This design comes from an exercise in tuning for small area, a short achievable clock period and few clock cycles on the open sky130 flow, not from production work.
Only simulation tests tie the RTL to the original design; equivalence was not proved.
Power figures rest on the tool's default switching activity, not on a simulated workload.

v7:
Design microw_emitter, start of the top module:
module microw_emitter (
    input  wire        clk,
    input  wire        rst,          
    input  wire        cmd_valid,
    output wire        cmd_ready,
    input  wire [31:0] cmd_data,
    output reg         rsp_valid,
    output reg  [31:0] rsp_data
);
clock: 8.0 ns
lec_check: 0
cap_margin: 20
core_margin: 2
core_utilization: 40
cts_cluster_diameter: 100
cts_cluster_size: 27
setup_slack_margin: 5
slew_margin: 20
tns_end_percent: 5
run.sh (not shown) runs the stock make flow with config.mk's settings and CLKGATE_MAP_FILE= SYNTH_SCRIPT=/design/flow/synth_recipe.tcl, a recipe that flattens the netlist after the stock synthesis.
Testbench counts of v7, summed over its fixed seeds: cycles 34,663.
Modified inputs, v15 compared to v7
# v7
export LEC_CHECK = 0
export CAP_MARGIN = 20
export CORE_MARGIN = 2
export CORE_UTILIZATION = 40
export CTS_CLUSTER_DIAMETER = 100
export CTS_CLUSTER_SIZE = 27
export SETUP_SLACK_MARGIN = 5
export SLEW_MARGIN = 20
export TNS_END_PERCENT = 5
create_clock -name core_clock -period 8.0 [get_ports {clk}]
# v15
export LEC_CHECK = 0
export CAP_MARGIN = 20
export CORE_MARGIN = 2
export CORE_UTILIZATION = 40
export CTS_CLUSTER_DIAMETER = 100
export CTS_CLUSTER_SIZE = 24
export SETUP_SLACK_MARGIN = 5
export SLEW_MARGIN = 20
export TNS_END_PERCENT = 20
create_clock -name core_clock -period 8.0 [get_ports {clk}]
--- outcome ---
Delta (v15 minus v7): total wire length after detailed routing decreased 1.3%, count of nets after finishing saw an increase, minimum setup slack in the final design went up by 9.8 ps, maximum cell stage delay along the critical path climbed 100 ps. v7 vs v15, end point of the critical path: g_br[12].m[5] vs rsp_data[19].


== yarrow ==
microw_emitter, a different RTL version from the one above (not shown whole).
Size: roughly 3,400 cells after synthesis, roughly 69 I/O pins, ~0.048 mm^2 of cells after synthesis.
Settings: LEC_CHECK=0, CAP_MARGIN=20, CORE_MARGIN=2, CORE_UTILIZATION=40, CTS_CLUSTER_DIAMETER=100, CTS_CLUSTER_SIZE=24, SETUP_SLACK_MARGIN=4.5, SLEW_MARGIN=20; clock period 8.0 ns.
yarrow: full flow OK, the timing, DRC and antenna checks passed
Testbench counts of yarrow, summed over its fixed seeds: cycles 34,663.
The following lists how garnet was set up differently from yarrow:
# yarrow
export LEC_CHECK = 0
export CAP_MARGIN = 20
export CORE_MARGIN = 2
export CORE_UTILIZATION = 40
export CTS_CLUSTER_DIAMETER = 100
export CTS_CLUSTER_SIZE = 24
export SETUP_SLACK_MARGIN = 4.5
export SLEW_MARGIN = 20
create_clock -name core_clock -period 8.0 [get_ports {clk}]
# garnet
export LEC_CHECK = 0
export CAP_MARGIN = 20
export CORE_MARGIN = 2
export CORE_UTILIZATION = 40
export CTS_CLUSTER_DIAMETER = 100
export CTS_CLUSTER_SIZE = 24
export SETUP_SLACK_MARGIN = 5
export SLEW_MARGIN = 20
export TNS_END_PERCENT = 10
create_clock -name core_clock -period 8.0 [get_ports {clk}]
Notes after the runs:
Cell count of the worst reg-to-reg path: garnet higher than yarrow
Going from yarrow to garnet, portion of the clock cycle consumed by the worst path in the final layout shrinks by 2.1 points.
Max register fraction of the total cell area across garnet and yarrow: yarrow
yarrow and garnet ended up with roughly the same clock network fraction of design power.
Comparing garnet against yarrow, there is no change at all in synthesized-area fraction occupied by adder cells.
Summary: with yarrow as the reference, largest vdd supply drop in garnet moved up by more than 10%.
yarrow leaves less setup margin than garnet.
Between garnet and yarrow, the difference in total power consumption of the routed design is negligible.
Status: relative area of clock buffers and inverters in the final design parity (yarrow, garnet)
For garnet, the cell with the largest stage delay on the worst path was clkdlybuf4s50_1, unlike yarrow, where it was dfxtp_4.
Final critical path time including I/O delays and setup: garnet and yarrow compared, lower one is garnet


Setup of before:
microw_emitter again, from the RTL that the note above started with.
## microw_emitter
module microw_emitter (
    input  wire        clk,
    input  wire        rst,          
    input  wire        cmd_valid,
    output wire        cmd_ready,
    input  wire [31:0] cmd_data,
    output reg         rsp_valid,
    output reg  [31:0] rsp_data
);
==> flow/config.mk <==
export PLATFORM = sky130hd
export DESIGN_NAME = microw_emitter
export DESIGN_NICKNAME = microw_emitter
export VERILOG_FILES = /design/flow/design.v
export SDC_FILE = /design/flow/constraint.sdc
export NUM_CORES = 4
export LEC_CHECK = 0
export CAP_MARGIN = 20
export CORE_MARGIN = 2
export CORE_UTILIZATION = 40
export CTS_CLUSTER_DIAMETER = 100
export CTS_CLUSTER_SIZE = 24
export SETUP_SLACK_MARGIN = 5
export SLEW_MARGIN = 20
export TNS_END_PERCENT = 0
==> flow/constraint.sdc <==
create_clock -name core_clock -period 8.0 [get_ports {clk}]
set_input_delay 1.6000 -clock core_clock [delete_from_list [all_inputs] [get_ports {clk}]]
set_output_delay 1.6000 -clock core_clock [all_outputs]
set_load 0.01 [all_outputs]
before had finished all stages when the layout checks came back failing, citing antenna rules.
Testbench counts of before, summed over its fixed seeds: cycles 34,663.
Edits applied to the flow inputs when going from before to after:
# before
export LEC_CHECK = 0
export CAP_MARGIN = 20
export CORE_MARGIN = 2
export CORE_UTILIZATION = 40
export CTS_CLUSTER_DIAMETER = 100
export CTS_CLUSTER_SIZE = 24
export SETUP_SLACK_MARGIN = 5
export SLEW_MARGIN = 20
export TNS_END_PERCENT = 0
create_clock -name core_clock -period 8.0 [get_ports {clk}]
# after
export LEC_CHECK = 0
export CAP_MARGIN = 20
export CORE_MARGIN = 2
export CORE_UTILIZATION = 40
export CTS_CLUSTER_DIAMETER = 100
export CTS_CLUSTER_SIZE = 24
export SETUP_SLACK_MARGIN = 5
export SLEW_MARGIN = 20
create_clock -name core_clock -period 8.0 [get_ports {clk}]
### Flow results
- after vs. before: sequential share of cell area shrank by 3.5 points, relative area of non-clock buffer cells in the final design increased by 3.5 points relative to the old numbers, basic-gate share of the synthesized area counting and, or, nand and nor cells saw little to no change.
- From before to after the numbers moved as follows: critical path depth increased by 2 relative to the old numbers; synthesized area closely matched the old numbers; overall power after layout increased by 1.6% relative to the old numbers.
- after reached the final stage; the timing, DRC and antenna checks on its layout passed.
- after vs before, count of nets left with antenna violations after detail routing went down by 1.

[re-timing with driven ports]
The flow's constraints put no driver on any port. The routed layouts listed below were extracted and timed again, unchanged, in two steps.
Step 1 assumes that a clkbuf_16 drives the clock port and a buf_2 every other input.
Step 2 times the ports against the registers' clock, not the clock port: input delays grow and output delays shrink by t, the midpoint of the rising clock arrivals with the driver on.
Three values: no drivers, after step 1, after step 2; two values: the first two.
| run | t (ns) | slack for setup (ns) | latest minus earliest clock arrival (ns) | cell pins on the clock port's net |
|---|---|---|---|---|
| v7 | 0.742 | 4.758 / 4.739 / 4.132 | 0.061 / 0.061 | 1 |
| v15 | 0.754 | 4.768 / 4.697 / 4.260 | 0.063 / 0.063 | 1 |
| yarrow | 0.740 | 4.540 / 4.540 / 3.915 | 0.087 / 0.087 | 1 |
| garnet | 0.749 | 4.709 / 4.633 / 4.260 | 0.083 / 0.082 | 1 |
| before | 0.748 | 4.653 / 4.575 / 4.010 | 0.083 / 0.083 | 1 |
| after | 0.758 | 4.705 / 4.705 / 4.315 | 0.090 / 0.090 | 1 |
The setup slack of before, which loses most, moves by -0.078 ns with the drivers and by -0.643 ns with both steps.
